Source: an optimization exercise on an open RTL-to-GDS flow (aim: small area). Production flows keep margins and buffers that such runs may drop.
Where RTL was checked, it was by simulation tests only, not by an equivalence proof against the original.
Power and IR drop assume default switching activity.

== JK ==
## gpcodec
module gpcodec #(
    parameter integer CLK_KHZ = 1         
) (
    input  wire         clk,
    input  wire         rst,              
    input  wire         start,
    input  wire [7:0]   op_in,
    input  wire [1:0]   narg_in,
    input  wire [31:0]  a0_in,
    input  wire [31:0]  a1_in,
    input  wire [31:0]  a2_in,
    input  wire [4:0]   rx_sel,
    output wire         busy,
    output wire         done,
    output wire         fail,
    output wire         rvalid,
    output wire [2:0]   rkind,
    output wire [3:0]   fcode,
    output wire [31:0]  cmd,
    output wire [7:0]   rx_byte,
    output wire [5:0]   rxlen,
    output wire [7:0]   r_byte,
    output wire [15:0]  r_u16,
    output wire [8:0]   r_acc_x,
    output wire [8:0]   r_acc_y,
    output wire [8:0]   r_acc_z,
    output wire [31:0]  r_tbits,
    output wire [31:0]  r_hbits,
    output wire [135:0] r_tc100,
    output wire         r_tc100_valid,
    output wire [135:0] r_hc100,
    output wire         r_hc100_valid,
    output wire         req_valid,
    output wire [1:0]   req_kind,
    output wire [6:0]   req_addr,
    input  wire         rsp_valid,
    input  wire         rsp_last,
    input  wire         rsp_fault,
    input  wire [7:0]   rsp_data
);
Size in the first run: about 1,400 cells after synthesis, ~590 flip-flops, ~22,000 sq um of cells after synthesis.
clock: 20.0 ns
lec_check: 0
cap_margin: 20
core_margin: 2
core_utilization: 60
place_density: 0.75
slew_margin: 20
standard.sh (not shown) runs the stock make flow with config.mk's settings and CLKGATE_MAP_FILE= SYNTH_SCRIPT=/design/flow/synth_recipe.tcl, a recipe that flattens the netlist after the stock synthesis.
==> flow/flow/run.sh <==
#!/bin/bash
# Layout flow: the standard ORFS flow (standard.sh) with three changes, all
# aimed at cell area (the timing at 20 ns has a wide margin):
#  - synthesis maps the logic with an area-oriented ABC script (flow/area.abc)
#    instead of ORFS's speed script; everything else in the synthesis is the
#    standard one (synth_recipe.tcl), so the registers are the same;
#  - port buffers are sky130_fd_sc_hd__buf_1 instead of ORFS's default pick;
#  - the clock tree uses clkbuf cells of one size with larger sink clusters and
#    no dummy loads.
# Each tool's output is in standard.log and in orfs/logs/.
set -euo pipefail
work=$(pwd)

# synthesis script: the standard one, with the ABC script swapped
cat > "$work/synth_area.tcl" <<EOT
proc abc {args} {
  set i [lsearch -exact \$args -script]
  if {\$i >= 0} { set args [lreplace \$args [expr {\$i + 1}] [expr {\$i + 1}] $work/flow/area.abc] }
  yosys abc {*}\$args
}
source $work/synth_recipe.tcl
EOT
sed "s#$work/synth_recipe.tcl#$work/synth_area.tcl#" standard.sh > standard_area.sh
grep -q "synth_area.tcl" standard_area.sh

export BUFFER_PORTS_ARGS="-buffer_cell sky130_fd_sc_hd__buf_1"
export CTS_ARGS="-sink_clustering_enable -repair_clock_nets -dont_use_dummy_load -buf_list sky130_fd_sc_hd__clkbuf_8 -sink_clustering_size 16 -sink_clustering_max_diameter 80"
bash standard_area.sh > standard.log 2>&1
==> flow/flow/area.abc <==
strash
&get -n
&deepsyn -T 60
&put
balance
rewrite
refactor
balance
rewrite
rewrite -z
balance
refactor -z
rewrite -z
balance
dch -f
amap
Edits applied to the flow inputs when going from JK to MS:
--- a/flow/design.v
+++ b/flow/design.v
@@ -166,13 +166,16 @@
     wire [7:0] enc_p0 = (narg_in > 2'd0) ? a0_in[7:0] : 8'd0;
     wire [7:0] enc_p1 = (narg_in > 2'd1) ? a1_in[7:0] : 8'd0;
     wire [7:0] enc_p2 = (op_in == OP_LB_SETALL) ? ((narg_in > 2'd1) ? a1_in[15:8] : 8'd0)
                                                 : ((narg_in > 2'd2) ? a2_in[7:0]  : 8'd0);
     wire [CNT_W-1:0] settle_end = delay_ms(op) * CLK_KHZ;
     always @(posedge clk) begin
-        cnt <= (accept || rsp_end) ? {CNT_W{1'b0}} : cnt + 1'b1;
+        if (accept || rsp_end)
+            cnt <= (phase == AWAIT_BLOCK) ? {{(CNT_W-5){1'b0}}, len[4:0]} : {CNT_W{1'b0}};
+        else
+            cnt <= cnt + 1'b1;
         if (rst) begin
             phase <= IDLE;
         end else begin
             case (phase)
                 IDLE, DONE: begin
                     if (accept) begin
@@ -235,15 +238,14 @@
                 end
                 default: phase <= IDLE;
             endcase
         end
     end
     wire wr_byte  = (phase == AWAIT_BYTE) && rsp_end;
-    wire [5:0] rot_sum = {1'b0, cnt[4:0]} + {1'b0, len[4:0]};
     wire rot      = (phase == ENGINE) &&
-                    (((cnt[9:5] == 5'd0) && (len[4:0] != 5'd0) && !rot_sum[5]) ||
+                    (((cnt[9:5] == 5'd0) && (cnt[4:0] != 5'd0) && (len[4:0] != 5'd0)) ||
                      ((cnt[9:8] == 2'b10) && (cnt[7:2] == 6'd0)) ||
                      ((cnt[9:8] == 2'b10) && (cnt[7:5] == 3'b111) && (cnt[4:2] != 3'b111)));
     wire rx_shift = (rsp_beat && !len[5]) || wr_byte || rot;
     integer i;
     genvar k;
     generate
[summary]
For the worst setup slack after layout, MS came in 0.14 ns higher than JK did.
In the tables for MS and JK, setup slack on the worst flop-to-flop path reads lower with MS.
Number of instances in the synthesized netlist delta for MS relative to JK: 10 lower
The share of post-route cells with drive strength above 1 of MS is higher than that of JK.
The higher total power came out of JK.
Compared to JK, MS has global routing met3 resource utilization 2.1 points lower.
The run showing the greater highest achievable clock rate is MS.
The simple-gate share of the synthesized area of MS falls short of that of JK by 0.44 points.


## old
Another version of the RTL of gpcodec (not shown whole).
Size: about 1500 cells after synthesis, about 590 flip-flops, roughly 580 I/O pins, ~23000 um2 of cells after synthesis.
==> flow/config.mk <==
export PLATFORM = sky130hd
export DESIGN_NAME = gpcodec
export DESIGN_NICKNAME = gpcodec
export VERILOG_FILES = /design/flow/design.v
export SDC_FILE = /design/flow/constraint.sdc
export NUM_CORES = 4
export LEC_CHECK = 0
export CAP_MARGIN = 20
export CORE_MARGIN = 2
export CORE_UTILIZATION = 60
export PLACE_DENSITY = 0.75
export SLEW_MARGIN = 20
==> flow/constraint.sdc <==
create_clock -name core_clock -period 20.0 [get_ports {clk}]
set_input_delay 4.0000 -clock core_clock [delete_from_list [all_inputs] [get_ports {clk}]]
set_output_delay 4.0000 -clock core_clock [all_outputs]
set_load 0.01 [all_outputs]
==> flow/flow/area.abc <==
strash
balance
rewrite
refactor
balance
rewrite
rewrite -z
balance
refactor -z
rewrite -z
balance
dch -f
amap
Scripts as last shown in full above: flow/flow/run.sh
Per the final summary, old finished and its layout is clean on timing, DRC and antenna.
--- input diff old..new ---
--- a/flow/design.v
+++ b/flow/design.v
@@ -224,64 +224,58 @@
                             len <= 6'd0;
                         end else if (short) begin
                             fc  <= F_SHORT;
                             len <= 6'd0;
                         end
                     end
                 end
                 ENGINE: begin
-                    if (cnt[9:8] == 2'b10 && cnt[7:0] == 8'hFF)
+                    if (cnt[8:0] == 9'h1FF)
                         phase <= DONE;
                 end
                 default: phase <= IDLE;
             endcase
         end
     end
-    wire wr_byte  = (phase == AWAIT_BYTE) && rsp_end;
-    wire [5:0] rot_sum = {1'b0, cnt[4:0]} + {1'b0, len[4:0]};
-    wire rot      = (phase == ENGINE) && (cnt[9:5] == 5'd0) && (len[4:0] != 5'd0) && !rot_sum[5];
-    wire rx_shift = (rsp_beat && !len[5]) || wr_byte || rot;
-    integer i;
-    always @(posedge clk) begin
-        if (rx_shift) begin
-            for (i = 0; i < 31; i = i + 1)
-                rx[i] <= rx[i + 1];
-            rx[31] <= rot ? rx[0] : rsp_data;
-        end
+    wire wr_byte = (phase == AWAIT_BYTE) && rsp_end;
+    always @(posedge clk) begin
+        if (rsp_beat && !len[5])
+            rx[len[4:0]] <= rsp_data;
+        else if (wr_byte)
+            rx[0] <= rsp_data;
     end
     wire       engine = (phase == ENGINE);
-    wire       slot   = cnt[9];                  
-    wire       run    = engine && (cnt[9] ^ cnt[8]);
+    wire       slot   = cnt[8];                  
     wire       dht_ok = (op == OP_DHTREAD) && (fc == F_NONE);
     wire       f_sgn  = slot ? rx[8][7] : rx[4][7];
     wire [7:0] f_exp  = slot ? {rx[8][6:0], rx[7][7]} : {rx[4][6:0], rx[3][7]};
     wire       f_go   = dht_ok && (f_exp != 8'hFF) && (f_exp >= 8'd119);
     wire [4:0] mi;
     wire       shift, cbit;
     wire [4:0] rd_sel = engine ? {2'b00, slot, mi[4:3] + 2'd1} : rx_sel;
     wire [7:0] rd_byte = rx[rd_sel];
     gpc_round2 u_round (
-        .clk(clk), .run(run), .f(cnt[7:0]), .go(f_go), .sgn(f_sgn), .expo(f_exp),
+        .clk(clk), .run(engine), .f(cnt[7:0]), .go(f_go), .sgn(f_sgn), .expo(f_exp),
         .mi(mi), .mbit(rd_byte[mi[2:0]]), .shift(shift), .out(cbit)
     );
     always @(posedge clk)
         if (shift)
             counts <= {cbit, counts[271:1]};
     wire [2:0] kind = rvalid ? kind_of(op) : K_NONE;
     wire k_u16 = (kind == K_ANALOG) || (kind == K_DISTANCE);
     wire k_led = (kind == K_LEDMASK);
     wire k_acc = (kind == K_ACCEL);
     wire k_th  = (kind == K_TEMP_HUM);
     wire [31:0] t_bits = {rx[4], rx[3], rx[2], rx[1]};
     wire [31:0] h_bits = {rx[8], rx[7], rx[6], rx[5]};
     assign rkind         = kind;
     assign rxlen         = len;
     assign rx_byte       = ({1'b0, rx_sel} < len) ? rd_byte : 8'd0;
-    assign r_byte        = (kind == K_DIGITAL) ? rx[31] : 8'd0;
+    assign r_byte        = (kind == K_DIGITAL) ? rx[0] : 8'd0;
     assign r_u16         = k_u16 ? {rx[1], rx[2]} : k_led ? {rx[2], rx[1]} : 16'd0;
     assign r_acc_x       = k_acc ? sb(rx[1]) : 9'd0;
     assign r_acc_y       = k_acc ? sb(rx[2]) : 9'd0;
     assign r_acc_z       = k_acc ? sb(rx[3]) : 9'd0;
     assign r_tbits       = k_th ? t_bits : 32'd0;
     assign r_hbits       = k_th ? h_bits : 32'd0;
     assign r_tc100       = counts[135:0];
     assign r_hc100       = counts[271:136];
Notes after the runs:
- | initial core utilization | new vs old | ≈ equal |
- Summary — largest net degree at the start of global routing, new relative to old: higher, by 104.
- Between old and new, the register area does not differ in any meaningful way.
- Summary — worst clock skew on the final layout, new relative to old: higher, by 4.5 ps.
- Compared old against new; area after synthesis within noise.
- Per the comparison of new with old, post-layout utilization of the core essentially unchanged, sum of net half-perimeters after detailed placement went up by 2.1%, layout-stage area growth over the synthesis result was more or less identical, fraction of the yosys area taken by sequential cells about even, reported sequential group power decreased about 15%.
- Relative to old, the non-clock buffer count in the final layout of new is higher by about 0.8%.
- Wire length reported by the detailed router in new vs old: up about 5%
Function not checked in old: the RTL went through the layout flow alone.


Setup of job 5085:
RTL: one of the versions met above, not the one the previous note started from.
Size in the first run: about 1,400 cells after synthesis, about 590 flip-flops, roughly 580 I/O pins.
// gpcodec
module gpcodec #(
    parameter integer CLK_KHZ = 1         
) (
    input  wire         clk,
    input  wire         rst,              
    input  wire         start,
    input  wire [7:0]   op_in,
    input  wire [1:0]   narg_in,
    input  wire [31:0]  a0_in,
    input  wire [31:0]  a1_in,
    input  wire [31:0]  a2_in,
    input  wire [4:0]   rx_sel,
    output wire         busy,
    output wire         done,
    output wire         fail,
    output wire         rvalid,
    output wire [2:0]   rkind,
    output wire [3:0]   fcode,
    output wire [31:0]  cmd,
    output wire [7:0]   rx_byte,
    output wire [5:0]   rxlen,
    output wire [7:0]   r_byte,
    output wire [15:0]  r_u16,
    output wire [8:0]   r_acc_x,
    output wire [8:0]   r_acc_y,
    output wire [8:0]   r_acc_z,
    output wire [31:0]  r_tbits,
    output wire [31:0]  r_hbits,
    output wire [135:0] r_tc100,
    output wire         r_tc100_valid,
    output wire [135:0] r_hc100,
    output wire         r_hc100_valid,
    output wire         req_valid,
    output wire [1:0]   req_kind,
    output wire [6:0]   req_addr,
    input  wire         rsp_valid,
    input  wire         rsp_last,
    input  wire         rsp_fault,
    input  wire [7:0]   rsp_data
);
clock: 20.0 ns
lec_check: 0
cap_margin: 20
core_margin: 2
core_utilization: 60
place_density: 0.75
slew_margin: 20
==> flow/flow/run.sh <==
#!/bin/bash
# Layout flow: the standard ORFS flow (standard.sh) with three changes, all
# aimed at cell area (the timing at 20 ns has a wide margin):
#  - synthesis maps the logic with an area-oriented ABC script (flow/area.abc)
#    instead of ORFS's speed script; everything else in the synthesis is the
#    standard one (synth_recipe.tcl), so the registers are the same;
#  - port buffers are sky130_fd_sc_hd__buf_1 instead of ORFS's default pick;
#  - the clock tree uses clkbuf cells of one size with larger sink clusters and
#    no dummy loads.
# Each tool's output is in standard.log and in orfs/logs/.
set -euo pipefail
work=$(pwd)

# synthesis script: the standard one, with the ABC script swapped
cat > "$work/synth_area.tcl" <<EOT
proc abc {args} {
  set i [lsearch -exact \$args -script]
  if {\$i >= 0} { set args [lreplace \$args [expr {\$i + 1}] [expr {\$i + 1}] $work/flow/area.abc] }
  yosys abc {*}\$args
}
source $work/synth_recipe.tcl
EOT
sed "s#$work/synth_recipe.tcl#$work/synth_area.tcl#" standard.sh > standard_area.sh
grep -q "synth_area.tcl" standard_area.sh

export BUFFER_PORTS_ARGS="-buffer_cell sky130_fd_sc_hd__buf_1"
export CTS_ARGS="-sink_clustering_enable -repair_clock_nets -dont_use_dummy_load -buf_list sky130_fd_sc_hd__clkbuf_8 -sink_clustering_size 14 -sink_clustering_max_diameter 70"
bash standard_area.sh > standard.log 2>&1
==> flow/flow/area.abc <==
strash
&get -n
&deepsyn -T 60
&put
balance
rewrite
refactor
balance
rewrite
rewrite -z
balance
refactor -z
rewrite -z
balance
dch -f
amap
Job 5085 finished every step from synthesis to the final layout, and the layout passed the timing, design-rule and antenna checks.
Modified inputs, job 4688 compared to job 5085
--- a/flow/design.v
+++ b/flow/design.v
@@ -161,23 +161,26 @@
     assign req_addr  = 7'h04;
     wire accept   = start && !busy;
     wire rsp_end  = rsp_valid && rsp_last;
     wire rsp_beat = rsp_valid && !rsp_last && (phase == AWAIT_BLOCK);
     wire short    = (len < min_len(op));
     wire [7:0] enc_p0 = (narg_in > 2'd0) ? a0_in[7:0] : 8'd0;
     wire [7:0] enc_p1 = (narg_in > 2'd1) ? a1_in[7:0] : 8'd0;
     wire [7:0] enc_p2 = (op_in == OP_LB_SETALL) ? ((narg_in > 2'd1) ? a1_in[15:8] : 8'd0)
                                                 : ((narg_in > 2'd2) ? a2_in[7:0]  : 8'd0);
     wire [CNT_W-1:0] settle_end = delay_ms(op) * CLK_KHZ;
     always @(posedge clk) begin
-        cnt <= (accept || rsp_end) ? {CNT_W{1'b0}} : cnt + 1'b1;
+        if (accept || rsp_end)
+            cnt <= (phase == AWAIT_BLOCK) ? {{(CNT_W-5){1'b0}}, len[4:0]} : {CNT_W{1'b0}};
+        else
+            cnt <= cnt + 1'b1;
         if (rst) begin
             phase <= IDLE;
         end else begin
             case (phase)
                 IDLE, DONE: begin
                     if (accept) begin
                         cmd_r <= {op_in, enc_p0, enc_p1, enc_p2};
                         len   <= 6'd0;
                         if (is_legal(op_in)) begin
                             phase <= WRITING;
                             fc    <= F_NONE;
@@ -230,25 +233,24 @@
                     end
                 end
                 ENGINE: begin
                     if (cnt[9:8] == 2'b10 && cnt[7:0] == 8'hFF)
                         phase <= DONE;
                 end
                 default: phase <= IDLE;
             endcase
         end
     end
     wire wr_byte  = (phase == AWAIT_BYTE) && rsp_end;
-    wire [5:0] rot_sum = {1'b0, cnt[4:0]} + {1'b0, len[4:0]};
     wire rot      = (phase == ENGINE) &&
-                    (((cnt[9:5] == 5'd0) && (len[4:0] != 5'd0) && !rot_sum[5]) ||
+                    (((cnt[9:5] == 5'd0) && (cnt[4:0] != 5'd0) && (len[4:0] != 5'd0)) ||
                      ((cnt[9:8] == 2'b10) && (cnt[7:2] == 6'd0)) ||
                      ((cnt[9:8] == 2'b10) && (cnt[7:5] == 3'b111) && (cnt[4:2] != 3'b111)));
     wire rx_shift = (rsp_beat && !len[5]) || wr_byte || rot;
     integer i;
     genvar k;
     generate
         for (k = 0; k < 32; k = k + 1) begin : g_rx
             assign rx[k] = ~rxn[k];
         end
     endgenerate
     always @(posedge clk) begin
Notes after the runs:
Cell count: job 4688 lower than job 5085. Looking at arithmetic-cell share of the synthesized area counting full adders, half adders and majority gates, job 4688 sits 0.22 points lower than job 5085 does. On final instance area, job 5085 and job 4688 are neck and neck. | floorplan die area | job 4688 vs job 5085 | ≈ equal |. On part of the total power dissipated in combinational logic, the lower figure sits with job 4688, not job 5085. Total power: job 4688 vs job 5085 down 14%. | cell area after synthesis | job 5085 vs job 4688 | ≈ equal |. Synthesized cell count | job 4688 below job 5085. In job 4688 the global-route usage turned out 1.1 points lower than in job 5085. Job 5085 → job 4688: number of vias per cell after detailed routing about even; number of global-route vias before repair fell about 0.44%; internal power component fell 8.5%. Wire length: lower on job 4688.

port drivers added, routing unchanged:
No port has a modelled driver above. Below, the same layouts with a new extraction and two added sets of constraints.
Step 1, drivers: a clkbuf_16 drives clk and a buf_2 each remaining input, both assumed.
Step 2 times the ports against the registers' clock, not the clock port: input delays grow and output delays shrink by t, the midpoint of the rising clock arrivals with the driver on.
Three values: ideal ports, drivers, drivers and shift; two values: the first two.
| run | shift t [ns] | setup slack, ns | hold slack, ns |
|---|---|---|---|
| JK | 0.669 | 8.460 / 8.426 / 8.426 | 0.337 / 0.337 / 0.337 |
| MS | 0.688 | 8.603 / 8.497 / 8.497 | 0.338 / 0.338 / 0.338 |
| old | 0.676 | 7.232 / 7.207 / 7.207 | 0.337 / 0.337 / 0.337 |
| new | 0.664 | 8.298 / 8.274 / 8.274 | 0.335 / 0.335 / 0.335 |
| job 5085 | 0.674 | 8.545 / 8.516 / 8.516 | 0.290 / 0.290 / 0.290 |
| job 4688 | 0.685 | 8.507 / 8.450 / 8.450 | 0.335 / 0.335 / 0.335 |
After both steps setup and hold are still met in every run listed. For MS, which loses most, drivers alone change the setup slack by -0.106 ns; drivers and shift together by -0.106 ns.
